What follows belongs to an exercise in optimizing a design on an open flow for small area; a production flow would make more cautious choices.
Only simulation tests tie the RTL to the original design; equivalence was not proved.
The clock port is modelled as an ideal driver; clocking choices that lean on that would not hold on a real chip.
Power is estimated from default activity; no workload was simulated.

==> inputs of build 33 <==
==> flow/design.v <==
module wt440hrx_core #(
    parameter [31:0] BIT_LEN      = 32'd2000,
    parameter [31:0] TOL          = 32'd200,
    parameter [31:0] DEDUP_WINDOW = 32'd1000000,
    parameter        LAYOUT       = 0
) (
    input  wire               clk,
    input  wire               rst,
    input  wire               edge_valid,
    input  wire [31:0]        edge_ts,
    output wire               bit_valid,
    output wire               bit_value,
    output wire [31:0]        bit_ts,
    output wire               fr_valid,
    output wire               fr_dup,
    output wire               rd_valid,
    output wire [3:0]         rd_house,
    output wire [1:0]         rd_channel,
    output wire [1:0]         rd_status,
    output wire               rd_batt,
    output wire [7:0]         rd_hum,
    output wire [7:0]         rd_tint,
    output wire [3:0]         rd_tfrac,
    output wire [1:0]         rd_seq,
    output wire [31:0]        rd_ts,
    output wire [2:0]         rd_channel_rep,
    output wire signed [12:0] rd_temp_x16
);
    localparam [31:0] BIT_LOW      = BIT_LEN - TOL;
    localparam [31:0] BIT_HIGH     = BIT_LEN + TOL;
    localparam [31:0] HALFBIT_LOW  = (BIT_LEN >> 1) - (TOL >> 1);
    localparam [31:0] HALFBIT_HIGH = (BIT_LEN >> 1) + (TOL >> 1);
    localparam [31:0] AGE_K        = 32'd0 - DEDUP_WINDOW;
    localparam [13:0] AGE_KM       = AGE_K[19:6];
    localparam [6:0]  AGE_KU       = AGE_KM[13:7];
    localparam [6:0]  AGE_KL       = AGE_KM[6:0];
    wire [31:0] nts = ~edge_ts;
    reg        ld_first;    
    reg        ld_half;     
    reg [31:0] last_ts;     
    reg [31:0] prev_ts;     
    reg [5:0]  idx;         
    reg [1:0]  csum;        
    reg [29:0] sr;          
    reg        dd_valid;
    reg [27:0] dd_f;        
    reg [31:0] dd_ts;       
    wire [11:0] nd, ng;
    wire [12:1] cd, cg;
    wire [31:12] pd, pg;
    wire [30:12] gd, gg;
    wt440_ha u_d0 (.x(nts[0]), .y(last_ts[0]), .s(nd[0]), .co(cd[1]));
    wt440_ha u_g0 (.x(nts[0]), .y(prev_ts[0]), .s(ng[0]), .co(cg[1]));
    genvar i;
    generate
        for (i = 1; i < 12; i = i + 1) begin : g_lo
            wt440_fa u_d (.x(nts[i]), .y(last_ts[i]), .c(cd[i]), .s(nd[i]), .co(cd[i+1]));
            wt440_fa u_g (.x(nts[i]), .y(prev_ts[i]), .c(cg[i]), .s(ng[i]), .co(cg[i+1]));
        end
        for (i = 12; i < 31; i = i + 1) begin : g_hi
            wt440_ha u_d (.x(nts[i]), .y(last_ts[i]), .s(pd[i]), .co(gd[i]));
            wt440_ha u_g (.x(nts[i]), .y(prev_ts[i]), .s(pg[i]), .co(gg[i]));
        end
    endgenerate
    assign pd[31] = nts[31] ^ last_ts[31];
    assign pg[31] = nts[31] ^ prev_ts[31];
    wire d_hz = ((pd[12] ^ cd[12]) && ((pd[31:13] ^ gd[30:12]) == 19'h7FFFF));
    wire g_hz = ((pg[12] ^ cg[12]) && ((pg[31:13] ^ gg[30:12]) == 19'h7FFFF));
    wire [11:0] d = ~nd;
    wire [11:0] g = ~ng;
    wire [5:0]  a_g = nts[5:0] & dd_ts[5:0];
    wire [5:0]  a_t = nts[5:0] | dd_ts[5:0];
    wire a_g10 = a_g[1] | (a_t[1] & a_g[0]);
    wire a_g32 = a_g[3] | (a_t[3] & a_g[2]);
    wire a_t32 = a_t[3] & a_t[2];
    wire a_g54 = a_g[5] | (a_t[5] & a_g[4]);
    wire a_t54 = a_t[5] & a_t[4];
    wire a_c6  = a_g54 | (a_t54 & (a_g32 | (a_t32 & a_g10)));
    wire [12:6]  nal;
    wire [13:7]  cal;
    wire [6:0]   u0;
    wire [20:14] cau;
    wire [31:20] pa;
    wire [30:20] ga;
    wt440_fa u_al6 (.x(nts[6]), .y(dd_ts[6]), .c(a_c6), .s(nal[6]), .co(cal[7]));
    wt440_ha u_au0 (.x(nts[13]), .y(dd_ts[13]), .s(u0[0]), .co(cau[14]));
    generate
        for (i = 7; i < 13; i = i + 1) begin : g_al
            wt440_fa u_a (.x(nts[i]), .y(dd_ts[i]), .c(cal[i]), .s(nal[i]), .co(cal[i+1]));
        end
        for (i = 14; i < 20; i = i + 1) begin : g_au
            wt440_fa u_a (.x(nts[i]), .y(dd_ts[i]), .c(cau[i]), .s(u0[i-13]), .co(cau[i+1]));
        end
        for (i = 20; i < 31; i = i + 1) begin : g_ah
            wt440_ha u_a (.x(nts[i]), .y(dd_ts[i]), .s(pa[i]), .co(ga[i]));
        end
    endgenerate
    assign pa[31] = nts[31] ^ dd_ts[31];
    wire a_c13  = cal[13];
    wire u_max  = (u0 == 7'h7F);
    wire a_c20  = cau[20] || (a_c13 && u_max);
    wire l_ge   = (nal >= AGE_KL);
    wire u_gt   = a_c13 ? (u0 >= AGE_KU && !u_max) : (u0 > AGE_KU);
    wire u_eq   = a_c13 ? (u0 == AGE_KU - 7'd1) : (u0 == AGE_KU);
    wire a_hz   = ((pa[20] ^ a_c20) && ((pa[31:21] ^ ga[30:20]) == 11'h7FF));
    wire age_lt = a_hz && (u_gt || (u_eq && l_ge));
    wire in_full = d_hz && (d >= BIT_LOW[11:0]) && (d <= BIT_HIGH[11:0]);
    wire in_half = d_hz && (d >= HALFBIT_LOW[11:0]) && (d <= HALFBIT_HIGH[11:0]);
    wire emit    = !ld_first && (ld_half ? in_half : in_full);
    assign bit_valid = edge_valid && !rst && emit;
    assign bit_value = ld_half;
    assign bit_ts    = edge_ts;
    always @(posedge clk) begin
        if (rst)
            ld_first <= 1'b1;
        else if (edge_valid)
            ld_first <= 1'b0;
    end
    always @(posedge clk) begin
        if (edge_valid) begin
            ld_half <= !ld_first && !ld_half && in_half;
            last_ts <= edge_ts;
        end
    end
    wire idx0       = (idx == 6'd0);
    wire pre_idx    = (idx[5:2] == 4'd0);
    wire last_bit   = (idx == 6'd35);
    wire spacing_ok = idx0 || (g_hz && (g >= BIT_LOW[11:0]) && (g <= BIT_HIGH[11:0]));
    wire pre_ok     = !pre_idx || (bit_value == !idx[1]);
    wire accept     = spacing_ok && pre_ok;
    wire parity_ok  = !csum[0] && (csum[1] == bit_value);
    assign fr_valid = bit_valid && accept && last_bit && parity_ok;
    always @(posedge clk) begin
        if (rst)
            idx <= 6'd0;
        else if (bit_valid)
            idx <= (!accept || last_bit) ? 6'd0 : idx + 6'd1;
    end
    always @(posedge clk) begin
        if (bit_valid) begin
            if (pre_idx)
                csum <= 2'b11;
            else if (idx[0])
                csum[1] <= csum[1] ^ bit_value;
            else
                csum[0] <= csum[0] ^ bit_value;
        end
    end
    always @(posedge clk) begin
        if (bit_valid && idx != 6'd34)
            sr <= {sr[28:0], bit_value};
    end
    always @(posedge clk) begin
        if (bit_valid)
            prev_ts <= edge_ts;
    end
    assign rd_house   = sr[29:26];
    assign rd_channel = sr[25:24];
    assign rd_status  = sr[23:22];
    assign rd_batt    = sr[21];
    assign rd_hum     = {1'b0, sr[20:14]};
    assign rd_tint    = sr[13:6];
    assign rd_tfrac   = sr[5:2];
    assign rd_seq     = sr[1:0];
    assign rd_ts      = edge_ts;
    wire same = (sr[29:2] == dd_f);
    assign fr_dup   = dd_valid && same && age_lt;
    assign rd_valid = fr_valid && !fr_dup;
    always @(posedge clk) begin
        if (rst)
            dd_valid <= 1'b0;
        else if (rd_valid)
            dd_valid <= 1'b1;
    end
    always @(posedge clk) begin
        if (rd_valid) begin
            dd_f  <= sr[29:2];
            dd_ts <= edge_ts;
        end
    end
    assign rd_channel_rep = {1'b0, rd_channel} + 3'd1;
    assign rd_temp_x16    = {{1'b0, rd_tint} - 9'd50, rd_tfrac};
endmodule
module wt440_fa (
    input  wire x,
    input  wire y,
    input  wire c,
    output wire s,
    output wire co
);
    assign s  = x ^ y ^ c;
    assign co = (x & y) | (x & c) | (y & c);
endmodule
module wt440_ha (
    input  wire x,
    input  wire y,
    output wire s,
    output wire co
);
    assign s  = x ^ y;
    assign co = x & y;
endmodule
==> flow/flow/run.sh <==
#!/bin/bash
# The standard layout, with the smallest buffer (buf_1) as each port's
# buffer, and a clock tree of clkbuf_4 without dummy loads in which the
# leaves that drive too much are upsized to clkbuf_8 (flow/post_cts.tcl).
set -euo pipefail
export BUFFER_PORTS_ARGS="-buffer_cell sky130_fd_sc_hd__buf_1"
export CTS_ARGS="-sink_clustering_enable -repair_clock_nets -buf_list sky130_fd_sc_hd__clkbuf_4 -dont_use_dummy_load"
export POST_CTS_TCL="$PWD/flow/post_cts.tcl"
bash standard.sh > standard_flow.log 2>&1
==> flow/flow/post_cts.tcl <==
# Sourced by ORFS at the end of its CTS step (POST_CTS_TCL). The tree is
# built from clkbuf_4; a leaf buffer whose flip-flops would see a clock slew
# above 112 ps (placement estimate) is upsized to clkbuf_8, then the
# placement is legalized again.
estimate_parasitics -placement
set my_upsized 0
foreach inst [get_cells clkbuf_*] {
  set out [get_pins -of_objects $inst -filter "direction==output"]
  set worst 0.0
  foreach p [get_pins -of_objects [get_nets -of_objects $out] -filter "direction==input"] {
    set w [expr {max([get_property $p slew_max_rise], [get_property $p slew_max_fall])}]
    if {$w > $worst} { set worst $w }
  }
  if {$worst > 0.112 && [get_property [get_lib_cells -of_objects $inst] name] eq "sky130_fd_sc_hd__clkbuf_4"} {
    replace_cell $inst sky130_fd_sc_hd__clkbuf_8
    incr my_upsized
  }
}
puts "post_cts: upsized $my_upsized clock buffers"
detailed_placement
check_placement -verbose
estimate_parasitics -placement
==> flow/standard.sh <==
#!/bin/bash
# synth_recipe.tcl (not shown) runs the flow's synth.tcl, then flattens the netlist and writes it again
# the make line also repeats each setting of config.mk as NAME=value (left out here)
make -C /OpenROAD-flow-scripts/flow DESIGN_CONFIG=/design/flow/config.mk WORK_HOME=/design/flow/orfs CLKGATE_MAP_FILE= SYNTH_SCRIPT=/design/flow/synth_recipe.tcl "${@:-finish}"
==> flow/config.mk <==
export PLATFORM = sky130hd
export DESIGN_NAME = wt440hrx_core
export DESIGN_NICKNAME = wt440hrx_core
export VERILOG_FILES = /design/flow/design.v
export SDC_FILE = /design/flow/constraint.sdc
export NUM_CORES = 4
export LEC_CHECK = 0
export CAP_MARGIN = 20
export CORE_MARGIN = 2
export CORE_UTILIZATION = 85
export SLEW_MARGIN = 20
export SYNTH_HIERARCHICAL = 1
==> flow/constraint.sdc <==
create_clock -name core_clock -period 14.0 [get_ports {clk}]
set_input_delay 2.8000 -clock core_clock [delete_from_list [all_inputs] [get_ports {clk}]]
set_output_delay 2.8000 -clock core_clock [all_outputs]
set_load 0.01 [all_outputs]
==> trial 12: changes against build 33 <==
- CAP_MARGIN: 20 -> 0
- CORE_UTILIZATION: 85 -> 40
- SLEW_MARGIN: 20 -> 0
==> trial 45: changes against build 33 <==
--- a/flow/design.v
+++ b/flow/design.v
@@ -47,8 +47,7 @@
     reg [31:0] dd_ts;       
     wire [11:0] nd, ng;
     wire [12:1] cd, cg;
-    wire [31:12] pd, pg;
-    wire [30:12] gd, gg;
+    wire [31:12] pd, gd, pg, gg;
     wt440_ha u_d0 (.x(nts[0]), .y(last_ts[0]), .s(nd[0]), .co(cd[1]));
     wt440_ha u_g0 (.x(nts[0]), .y(prev_ts[0]), .s(ng[0]), .co(cg[1]));
     genvar i;
@@ -57,13 +56,11 @@
             wt440_fa u_d (.x(nts[i]), .y(last_ts[i]), .c(cd[i]), .s(nd[i]), .co(cd[i+1]));
             wt440_fa u_g (.x(nts[i]), .y(prev_ts[i]), .c(cg[i]), .s(ng[i]), .co(cg[i+1]));
         end
-        for (i = 12; i < 31; i = i + 1) begin : g_hi
+        for (i = 12; i < 32; i = i + 1) begin : g_hi
             wt440_ha u_d (.x(nts[i]), .y(last_ts[i]), .s(pd[i]), .co(gd[i]));
             wt440_ha u_g (.x(nts[i]), .y(prev_ts[i]), .s(pg[i]), .co(gg[i]));
         end
     endgenerate
-    assign pd[31] = nts[31] ^ last_ts[31];
-    assign pg[31] = nts[31] ^ prev_ts[31];
     wire d_hz = ((pd[12] ^ cd[12]) && ((pd[31:13] ^ gd[30:12]) == 19'h7FFFF));
     wire g_hz = ((pg[12] ^ cg[12]) && ((pg[31:13] ^ gg[30:12]) == 19'h7FFFF));
     wire [11:0] d = ~nd;
@@ -80,8 +77,7 @@
     wire [13:7]  cal;
     wire [6:0]   u0;
     wire [20:14] cau;
-    wire [31:20] pa;
-    wire [30:20] ga;
+    wire [31:20] pa, ga;
     wt440_fa u_al6 (.x(nts[6]), .y(dd_ts[6]), .c(a_c6), .s(nal[6]), .co(cal[7]));
     wt440_ha u_au0 (.x(nts[13]), .y(dd_ts[13]), .s(u0[0]), .co(cau[14]));
     generate
@@ -91,11 +87,10 @@
         for (i = 14; i < 20; i = i + 1) begin : g_au
             wt440_fa u_a (.x(nts[i]), .y(dd_ts[i]), .c(cau[i]), .s(u0[i-13]), .co(cau[i+1]));
         end
-        for (i = 20; i < 31; i = i + 1) begin : g_ah
+        for (i = 20; i < 32; i = i + 1) begin : g_ah
             wt440_ha u_a (.x(nts[i]), .y(dd_ts[i]), .s(pa[i]), .co(ga[i]));
         end
     endgenerate
-    assign pa[31] = nts[31] ^ dd_ts[31];
     wire a_c13  = cal[13];
     wire u_max  = (u0 == 7'h7F);
     wire a_c20  = cau[20] || (a_c13 && u_max);
==> flow/run.sh (new file) <==
#!/bin/bash
# synth_recipe.tcl (not shown) runs the flow's synth.tcl, then flattens the netlist and writes it again
# the make line also repeats each setting of config.mk as NAME=value (left out here)
make -C /OpenROAD-flow-scripts/flow DESIGN_CONFIG=/design/flow/config.mk WORK_HOME=/design/flow/orfs CLKGATE_MAP_FILE= SYNTH_SCRIPT=/design/flow/synth_recipe.tcl finish
- CORE_UTILIZATION: 85 -> 40
- CTS_BUF_LIST: unset -> sky130_fd_sc_hd__clkbuf_8
removed: flow/flow/run.sh
removed: flow/flow/post_cts.tcl
removed: flow/standard.sh
==> build 53: changes against build 33 <==
- CORE_UTILIZATION: 85 -> 60
==> run notes <==
item	build 53	build 33	trial 12	trial 45
Sequential Power	549 uW	549 uW	548 uW	549 uW
WHS	462 ps	461 ps	459 ps	474 ps
Clock latency of the later-clocked register in the worst-skew pair	440 ps	450 ps	440 ps	460 ps
Data-path buffer share of cell area in the final layout	6.42%	6.55%	6.40%	14.8%
Multi-input combinational area share	33.9%	34.1%	33.4%	29.6%
Total global routing track utilization	22.3%	35.2%	15.3%	16.1%
Met3 Track Usage GR	4.58%	8.30%	2.95%	2.68%
Largest net degree at the start of global routing	62	62	62	61
Result of the run	complete, no violations	complete, no violations	complete, no violations	complete, no violations
Clock-cell share of area	1.96%	1.69%	1.99%	3.74%
Register share of the cell area	53.6%	54.1%	52.8%	46.9%
Length of routed met3 wiring	962 um	1820 um	729 um	600 um
Initial DRC count	392	589	209	370
Critical-path maximum fanout	12	10	10	4
Capturing element of the worst setup path	fr_valid	rd_valid	rd_valid	rd_valid
#MultiIn Comb	312	312	312	315

==> port drivers added, routing unchanged <==
Ports are ideal in the flow. The routed layouts listed here were re-timed in OpenROAD. Step 1, drivers: a clkbuf_16 drives clk and a buf_2 each remaining input, both assumed. Step 2 adds t to the input delays and takes it off the output delays; t is the mean of the earliest and latest rising clock arrival at the registers after step 1. Input paths then give back, and output paths get back, about the clock's delay inside the block. Three values: ideal ports, drivers, drivers and shift; two values: the first two.
| run | shift t [ns] | slack for setup (ns) | worst setup path after step 2 | clock arrival spread, ns |
|---|---|---|---|---|
| build 33 | 0.463 | 1.003 / 0.979 / 0.979 | input to output | 0.038 / 0.038 |
| trial 12 | 0.462 | 1.228 / 1.203 / 1.203 | input to output | 0.031 / 0.030 |
| trial 45 | 0.490 | 0.399 / 0.376 / 0.376 | input to output | 0.015 / 0.015 |
| build 53 | 0.464 | 1.021 / 1.000 / 1.000 | input to output | 0.035 / 0.035 |
After both steps every run listed still meets setup and hold. The setup slack of trial 12, which loses most, moves by -0.025 ns with the drivers and by -0.025 ns with both steps.
